Background: an optimization exercise with open tools, aiming at small area, a short achievable clock period and few clock cycles. Do not read the settings as production practice.
In this exercise RTL edits were held to simulation tests only and were not proved equivalent to the original.
Power figures rest on the tool's default switching activity, not on a simulated workload.

rev 12:
Design psr_final, start of the top module:
module psr_final (
    input  wire        clk,
    input  wire        rst,
    input  wire        in_valid,
    output wire        in_ready,
    input  wire [1:0]  in_op,
    input  wire [1:0]  in_row,
    input  wire [31:0] in_data,
    output reg         out_valid,
    output reg         out_found,
    output reg  [7:0]  out_k5,
    output reg  [7:0]  out_sum0,
    output reg  [7:0]  out_sum1,
    output reg  [7:0]  out_sum2
);
For scale: roughly 7400 cells after synthesis, about 1200 flip-flops, roughly 74 I/O pins, about 63000 um2 of cells after synthesis.
==> flow/config.mk <==
export PLATFORM = sky130hd
export DESIGN_NAME = psr_final
export DESIGN_NICKNAME = psr_final
export VERILOG_FILES = /design/flow/design.v
export SDC_FILE = /design/flow/constraint.sdc
export NUM_CORES = 4
export LEC_CHECK = 0
export CAP_MARGIN = 20
export CORE_MARGIN = 2
export CORE_UTILIZATION = 40
export CTS_CLUSTER_DIAMETER = 60
export CTS_CLUSTER_SIZE = 24
export SLEW_MARGIN = 20
==> flow/constraint.sdc <==
create_clock -name core_clock -period 15.0 [get_ports {clk}]
set_input_delay 3.0000 -clock core_clock [delete_from_list [all_inputs] [get_ports {clk}]]
set_output_delay 3.0000 -clock core_clock [all_outputs]
set_load 0.01 [all_outputs]
standard.sh (not shown) runs the stock make flow with config.mk's settings and CLKGATE_MAP_FILE= SYNTH_SCRIPT=/design/flow/synth_recipe.tcl, a recipe that flattens the netlist after the stock synthesis.
==> flow/flow/run.sh <==
#!/bin/bash
set -euo pipefail
cd "$(dirname "$0")/.."
bash standard.sh "BUFFER_PORTS_ARGS=-buffer_cell sky130_fd_sc_hd__buf_4" finish > standard_finish.log 2>&1
Testbench counts of rev 12, summed over its fixed seeds: cycles 416,481.
--- input diff rev 12..rev 13 ---
==> flow/flow/run.sh <==
#!/bin/bash
set -euo pipefail
cd "$(dirname "$0")/.."
bash standard.sh "BUFFER_PORTS_ARGS=-buffer_cell sky130_fd_sc_hd__buf_4" \
    "SETUP_SLACK_MARGIN=10.7" finish > standard_finish.log 2>&1
### Flow results
Rev 13 vs. rev 12: switching part of the total went up by 0.66 points.
Remaining max-slew budget at the tightest pin on rev 13 is up relative to rev 12.
Going from rev 12 to rev 13, the power was found to have gone down by 0.000039 W.
Comparing rev 12 with rev 13, the design area came out essentially unchanged.
The run showing the greater maximum fanout along the worst path is rev 13.
Across both runs, setup slack of the critical path after layout was higher for rev 13 than for rev 12.

========
Another version of the RTL of psr_final (not shown whole).
For scale: ~1300 flip-flops, ~74 I/O pins, roughly 65000 um^2 of cells after synthesis.
Settings: LEC_CHECK=0, CAP_MARGIN=20, CORE_MARGIN=2, CORE_UTILIZATION=40, SLEW_MARGIN=20; clock period 15.0 ns.
run.sh (not shown) runs the stock make flow with config.mk's settings and CLKGATE_MAP_FILE= SYNTH_SCRIPT=/design/flow/synth_recipe.tcl, a recipe that flattens the netlist after the stock synthesis.
Stock flow here: none of the scripts above is used.
Testbench counts at the start, summed over its fixed seeds: cycles 416,516.
==> next run, changes <==
==> flow/flow/run.sh (new file) <==
#!/bin/bash
set -euo pipefail
cd "$(dirname "$0")/.."
bash standard.sh "BUFFER_PORTS_ARGS=-buffer_cell sky130_fd_sc_hd__buf_4" finish > standard_finish.log 2>&1
==> flow/standard.sh (new file) <==
#!/bin/bash
# synth_recipe.tcl (not shown) runs the flow's synth.tcl, then flattens the netlist and writes it again
# the make line also repeats each setting of config.mk as NAME=value (left out here)
make -C /OpenROAD-flow-scripts/flow DESIGN_CONFIG=/design/flow/config.mk WORK_HOME=/design/flow/orfs CLKGATE_MAP_FILE= SYNTH_SCRIPT=/design/flow/synth_recipe.tcl "${@:-finish}"
removed: flow/run.sh
- The changed run passed the timing, design-rule and antenna checks
- power rose by 0.53%
- critical path depth does not change
- fmax went up by about 9%

========
psr_final, a different RTL version from the one above (not shown whole).
For scale: ~7400 cells after synthesis, ~1200 flip-flops, roughly 74 I/O pins, ~0.063 mm² of cells after synthesis.
Settings: LEC_CHECK=0, CAP_MARGIN=20, CORE_MARGIN=2, CORE_UTILIZATION=40, CTS_BUF_LIST=sky130_fd_sc_hd__clkbuf_8 sky130_fd_sc_hd__clkbuf_16, CTS_CLUSTER_DIAMETER=60, CTS_CLUSTER_SIZE=24, SLEW_MARGIN=20; clock period 15.0 ns.
standard.sh (not shown) runs the stock make flow with config.mk's settings and CLKGATE_MAP_FILE= SYNTH_SCRIPT=/design/flow/synth_recipe.tcl, a recipe that flattens the netlist after the stock synthesis.
==> flow/flow/run.sh <==
#!/bin/bash
set -euo pipefail
cd "$(dirname "$0")/.."
bash standard.sh "BUFFER_PORTS_ARGS=-buffer_cell sky130_fd_sc_hd__buf_4" \
    "SETUP_SLACK_MARGIN=10.7" finish > standard_finish.log 2>&1
The baseline finished clean.
Testbench counts at the start, summed over its fixed seeds: cycles 416,481.
Next try:
--- a/flow/config.mk
+++ b/flow/config.mk
@@ -9,5 +9,4 @@
 export CORE_MARGIN = 2
 export CORE_UTILIZATION = 40
-export CTS_BUF_LIST = sky130_fd_sc_hd__clkbuf_8 sky130_fd_sc_hd__clkbuf_16
 export CTS_CLUSTER_DIAMETER = 60
 export CTS_CLUSTER_SIZE = 24
=>
- The new run went through all stages and came out clean
- sequential power stays flat
- core utilization is about the same
- wire length hardly moves
- count of clock-buffer cells in the layout came out higher by 3
- total power hardly moves
- fmax barely changes
- cell count stays flat
- combinational power barely changes
- worst setup slack is about the same
- register-to-register slack gains 0.04 ns
- first-iteration DRC count is about the same
Next try:
--- a/flow/config.mk
+++ b/flow/config.mk
@@ -9,5 +9,5 @@
 export CORE_MARGIN = 2
 export CORE_UTILIZATION = 40
-export CTS_CLUSTER_DIAMETER = 60
-export CTS_CLUSTER_SIZE = 24
+export CTS_CLUSTER_DIAMETER = 80
+export CTS_CLUSTER_SIZE = 30
 export SLEW_MARGIN = 20
Result: The new run completed with no timing, DRC or antenna violations. Synthesized cell count is unchanged. Clock-buffer cell count shrinks by 23. Fmax hardly moves. Clock skew shrinks by 0.0067 ns. Final area shrinks slightly.

========
## the previous run
The RTL this note starts from:
==> flow/design.v <==
module psr_final (
    input  wire        clk,
    input  wire        rst,
    input  wire        in_valid,
    output wire        in_ready,
    input  wire [1:0]  in_op,
    input  wire [1:0]  in_row,
    input  wire [31:0] in_data,
    output reg         out_valid,
    output reg         out_found,
    output reg  [7:0]  out_k5,
    output reg  [7:0]  out_sum0,
    output reg  [7:0]  out_sum1,
    output reg  [7:0]  out_sum2
);
    localparam OP_CLEAR  = 2'd0;
    localparam OP_FOLD   = 2'd1;
    localparam OP_TSUM   = 2'd2;
    localparam OP_SEARCH = 2'd3;
    reg [7:0] td_rom   [0:255];
    reg [7:0] imix_rom [0:255];
    initial begin
        $readmemh("psr_td.hex", td_rom);
        $readmemh("psr_imix.hex", imix_rom);
    end
    reg [255:0] v8_0, v8_1, v8_2;
    reg [7:0]   k4;
    reg rdy;
    assign in_ready = rdy;
    wire accept = in_valid && rdy;
    reg        s0_v;
    reg [1:0]  s0_op;
    reg [1:0]  s0_row;
    reg [7:0]  s0_y;
    reg [4:0]  s0_j;
    reg [7:0]  s0_b;           
    wire [7:0] d0  = in_data[7:0];
    wire [7:0] bm0 = k4[0] ? {d0[6], d0[7], d0[4], d0[5], d0[2], d0[3], d0[0], d0[1]} : d0;
    wire [7:0] bm1 = k4[1] ? {bm0[5:4], bm0[7:6], bm0[1:0], bm0[3:2]} : bm0;
    wire [7:0] bm2 = k4[2] ? {bm1[3:0], bm1[7:4]} : bm1;
    always @(posedge clk) begin
        s0_v   <= accept && !rst;
        s0_op  <= in_op;
        s0_row <= in_row;
        s0_y   <= in_data[23:16];
        s0_j   <= in_data[12:8];
        s0_b   <= (in_op == OP_FOLD) ? bm2 : d0;
    end
    always @(posedge clk)
        if (accept && in_op == OP_CLEAR && !rst)
            k4 <= in_data[7:0];
    reg [2:0]  s1_sel;
    reg [7:0]  s1_m;
    reg [63:0] s1_z;
    reg        p_v;
    reg        p_clr;
    reg [1:0]  p_row;
    reg [2:0]  p_c;
    reg [1:0]  p_q;
    reg [31:0] raw;
    wire       p_clrv = p_v && p_clr;
    wire [4:0] jj = s0_j ^ k4[7:3];
    integer p;
    always @(posedge clk) begin
        s1_sel[0] <= p_clrv ? p_row == 2'd0 : s0_v && s0_op == OP_FOLD && s0_row == 2'd0;
        s1_sel[1] <= p_clrv ? p_row == 2'd1 : s0_v && s0_op == OP_FOLD && s0_row == 2'd1;
        s1_sel[2] <= p_clrv ? p_row == 2'd2 : s0_v && s0_op == OP_FOLD && s0_row == 2'd2;
        s1_m <= p_clrv ? raw[8*p_q +: 8] : s0_b;
        for (p = 0; p < 8; p = p + 1)
            s1_z[8*p +: 8] <= p_clrv ? {p_c, p_q, p[2:0]} : s0_y ^ td_rom[{jj, p[2:0]}];
    end
    reg [15:0]  hi [0:7];
    reg [15:0]  lo [0:7];
    reg [255:0] tog;
    integer q, h, l;
    always @* begin
        for (q = 0; q < 8; q = q + 1)
            for (h = 0; h < 16; h = h + 1) begin
                hi[q][h] = s1_m[q] && s1_z[8*q+4 +: 4] == h[3:0];
                lo[q][h] = s1_z[8*q +: 4] == h[3:0];
            end
        for (h = 0; h < 16; h = h + 1)
            for (l = 0; l < 16; l = l + 1)
                tog[16*h+l] = (hi[0][h] & lo[0][l]) | (hi[1][h] & lo[1][l]) |
                              (hi[2][h] & lo[2][l]) | (hi[3][h] & lo[3][l]) |
                              (hi[4][h] & lo[4][l]) | (hi[5][h] & lo[5][l]) |
                              (hi[6][h] & lo[6][l]) | (hi[7][h] & lo[7][l]);
    end
    always @(posedge clk) begin
        v8_0 <= v8_0 ^ (tog & {256{s1_sel[0]}});
        v8_1 <= v8_1 ^ (tog & {256{s1_sel[1]}});
        v8_2 <= v8_2 ^ (tog & {256{s1_sel[2]}});
    end
    reg        busy;
    reg        mode_search;
    reg        mode_clear;
    reg [7:0]  sum0_r, sum1_r;  
    reg        i_v;
    reg [7:0]  i_k5;
    reg [1:0]  i_row;
    reg [2:0]  i_c;
    reg [1:0]  i_q;             
    reg [7:0]  p_k5;
    reg [23:0] p_sel;
    reg        p_last;
    reg        a_v;
    reg [7:0]  a_k5;
    reg [1:0]  a_row;
    reg [2:0]  a_c;
    reg [31:0] a_bits;
    reg        b_v;
    reg [7:0]  b_k5;
    reg [1:0]  b_row;
    reg [7:0]  b_sum;           
    wire [2:0] i_blk = i_c ^ i_k5[7:5];
    reg  [23:0] sel_n;
    integer e, rr, bb;
    always @* begin
        for (rr = 0; rr < 3; rr = rr + 1)
            for (bb = 0; bb < 8; bb = bb + 1)
                sel_n[rr*8+bb] = (i_row == rr[1:0]) && (i_blk == bb[2:0]);
    end
    always @* begin
        for (e = 0; e < 32; e = e + 1) begin
            raw[e] = 1'b0;
            for (bb = 0; bb < 8; bb = bb + 1)
                raw[e] = raw[e] | (v8_0[bb*32+e] & p_sel[bb])
                                | (v8_1[bb*32+e] & p_sel[8+bb])
                                | (v8_2[bb*32+e] & p_sel[16+bb]);
        end
    end
    reg [31:0] x1, x2, x3, x4, x5;
    always @* begin
        for (e = 0; e < 32; e = e + 1) x1[e] = p_k5[0] ? raw[e ^ 1] : raw[e];
        for (e = 0; e < 32; e = e + 1) x2[e] = p_k5[1] ? x1[e ^ 2]  : x1[e];
        for (e = 0; e < 32; e = e + 1) x3[e] = p_k5[2] ? x2[e ^ 4]  : x2[e];
        for (e = 0; e < 32; e = e + 1) x4[e] = p_k5[3] ? x3[e ^ 8]  : x3[e];
        for (e = 0; e < 32; e = e + 1) x5[e] = p_k5[4] ? x4[e ^ 16] : x4[e];
    end
    reg [7:0] part;
    always @* begin
        part = 8'd0;
        for (e = 0; e < 32; e = e + 1)
            part = part ^ (a_bits[e] ? imix_rom[{a_c, e[4:0]}] : 8'd0);
    end
    wire b_zero = (b_sum == 8'd0);
    wire z0 = (sum0_r == 8'd0);
    wire z1 = (sum1_r == 8'd0);
    wire b_act  = b_v && busy;
    wire redirect  = b_act && mode_search && b_row == 2'd0 && b_zero;
    wire fin_tsum  = b_act && !mode_search && b_row == 2'd2;
    wire fin_found = b_act && mode_search && b_row == 2'd2 && z1 && b_zero;
    wire fin_none  = b_act && mode_search && b_k5 == 8'd255 &&
                     ((b_row == 2'd0 && !b_zero) || (b_row == 2'd2 && !(z1 && b_zero)));
    wire fin = fin_tsum || fin_found || fin_none;
    wire start = s0_v && s0_op != OP_FOLD;
    wire fin_clear = p_v && p_clr && p_last;
    wire i_last = mode_clear ? (i_row == 2'd2 && i_c == 3'd7 && i_q == 2'd3)
                             : (i_c == 3'd7 && (mode_search ? (i_row != 2'd1 && i_k5 == 8'd255)
                                                            : i_row == 2'd2));
    always @(posedge clk) begin
        p_v    <= i_v && busy && !fin && !redirect && !rst;
        p_k5   <= i_k5;
        p_row  <= i_row;
        p_c    <= i_c;
        p_q    <= i_q;
        p_sel  <= sel_n;
        p_clr  <= mode_clear;
        p_last <= i_row == 2'd2 && i_c == 3'd7 && i_q == 2'd3;
        a_v    <= p_v && !p_clr && !fin && !rst;
        a_k5   <= p_k5;
        a_row  <= p_row;
        a_c    <= p_c;
        a_bits <= x5;
        b_v    <= a_v && a_c == 3'd7 && !fin && !rst;
        b_k5   <= a_k5;
        b_row  <= a_row;
        b_sum  <= (a_c == 3'd0) ? part : b_sum ^ part;
        if (b_act && b_row == 2'd0) sum0_r <= b_sum;
        if (b_act && b_row == 2'd1) sum1_r <= b_sum;
    end
    always @(posedge clk) begin
        if (start) begin
            mode_search <= s0_op == OP_SEARCH;
            mode_clear  <= s0_op == OP_CLEAR;
            i_k5        <= s0_op[1] ? s0_b : 8'd0;
            i_row       <= 2'd0;
            i_c         <= 3'd0;
            i_q         <= 2'd0;
        end else if (redirect) begin
            i_k5  <= b_k5;
            i_row <= 2'd1;
            i_c   <= 3'd0;
        end else if (mode_clear) begin
            i_q <= i_q + 2'd1;
            if (i_q == 2'd3) begin
                i_c <= i_c + 3'd1;
                if (i_c == 3'd7)
                    i_row <= i_row + 2'd1;
            end
        end else begin
            i_c <= i_c + 3'd1;
            if (i_c == 3'd7) begin
                if (i_row == 2'd1) begin
                    i_row <= 2'd2;
                end else if (i_row == 2'd0 && !mode_search) begin
                    i_row <= 2'd1;
                end else begin
                    i_row <= 2'd0;
                    i_k5  <= i_k5 + 8'd1;
                end
            end
        end
    end
    always @(posedge clk) begin
        if (rst) begin
            rdy       <= 1'b1;
            busy      <= 1'b0;
            i_v       <= 1'b0;
            out_valid <= 1'b0;
        end else begin
            out_valid <= fin;
            if (accept && in_op != OP_FOLD)
                rdy <= 1'b0;
            else if (fin || fin_clear)
                rdy <= 1'b1;
            if (start)
                busy <= 1'b1;
            else if (fin || fin_clear)
                busy <= 1'b0;
            if (start || redirect)
                i_v <= 1'b1;
            else if (fin || (i_v && i_last))
                i_v <= 1'b0;
        end
    end
    always @(posedge clk) begin
        out_found <= fin_tsum ? (z0 && z1 && b_zero) : fin_found;
        out_k5    <= (fin_tsum || fin_found) ? b_k5 : 8'd0;
        out_sum0  <= fin_tsum ? sum0_r : 8'd0;
        out_sum1  <= fin_tsum ? sum1_r : 8'd0;
        out_sum2  <= fin_tsum ? b_sum : 8'd0;
    end
endmodule
export LEC_CHECK = 0
export CAP_MARGIN = 20
export CORE_MARGIN = 2
export CORE_UTILIZATION = 40
export CTS_CLUSTER_DIAMETER = 80
export CTS_CLUSTER_SIZE = 30
export SLEW_MARGIN = 20
create_clock -name core_clock -period 15.0 [get_ports {clk}]
Scripts as last shown in full above: flow/flow/run.sh
The previous run reached the final stage; the timing, design-rule and antenna checks on its layout passed.
Testbench counts of the previous run, summed over its fixed seeds: cycles 416,481.
Input-level comparison between the current run and the previous run:
# the previous run
export LEC_CHECK = 0
export CAP_MARGIN = 20
export CORE_MARGIN = 2
export CORE_UTILIZATION = 40
export CTS_CLUSTER_DIAMETER = 80
export CTS_CLUSTER_SIZE = 30
export SLEW_MARGIN = 20
create_clock -name core_clock -period 15.0 [get_ports {clk}]
# the current run
export LEC_CHECK = 0
export CAP_MARGIN = 20
export CORE_MARGIN = 2
export CORE_UTILIZATION = 40
export CTS_CLUSTER_DIAMETER = 60
export CTS_CLUSTER_SIZE = 24
export SLEW_MARGIN = 20
create_clock -name core_clock -period 15.0 [get_ports {clk}]
--- outcome ---
Relative to the previous run, power consumption has increased by 0.39 mW in the current run. In the flow results for the current run and the previous run, the number of inserted diodes is smaller on the previous run. The current run ended up with a higher utilization after layout than the previous run did. From the previous run to the current run the numbers moved as follows: total nets after synthesis essentially unchanged; wire length essentially unchanged; number of buffers created by CTS increased 32%; sequential share of layout area decreased 0.38 points. Relative to the previous run, number of post-CTS setup repair buffers has increased by 1 in the current run. Internal portion of total power sits higher in the current run than in the previous run. The overall global routing resource usage was comparable across the current run and the previous run. Compared with the previous run, design area in the current run increased slightly.

==> separate check: timing with driven ports <==
Ports are ideal in the flow. The routed layouts listed here were re-timed in OpenROAD. Step 1: set_driving_cell puts a clkbuf_16 on clk and a buf_2 on each other input, an assumption about the parent block. Step 2 also shifts input and output timing later by t, the mid clock arrival at the registers, as if the neighbouring blocks saw the same clock. Slacks: ideal / step 1 / step 2; pairs: ideal / step 1.
run	t (ns)	setup slack, ns	clock arrival spread, ns	worst data-port slew with drivers (ns)
rev 12	0.875	10.635 / 10.544 / 10.801	0.082 / 0.082	0.07
rev 13	0.847	10.742 / 10.652 / 10.818	0.079 / 0.079	0.08
the first run of note 2	0.901	10.056 / 9.978 / 9.928	0.065 / 0.065	0.10
the second run of note 2	0.905	10.457 / 10.363 / 10.400	0.064 / 0.064	0.08
the first run of note 3	0.860	10.769 / 10.679 / 10.876	0.072 / 0.072	0.08
the second run of note 3	0.857	10.772 / 10.683 / 10.876	0.073 / 0.073	0.08
the third run of note 3	0.814	10.776 / 10.687 / 10.885	0.059 / 0.059	0.09
the previous run	0.797	10.658 / 10.658 / 10.658	0.071 / 0.071	0.09
the current run	0.836	10.608 / 10.608 / 10.608	0.060 / 0.060	0.09
After both steps every run listed still meets setup and hold. For the first run of note 2, which loses most, drivers alone change the setup slack by -0.078 ns; drivers and shift together by -0.128 ns.
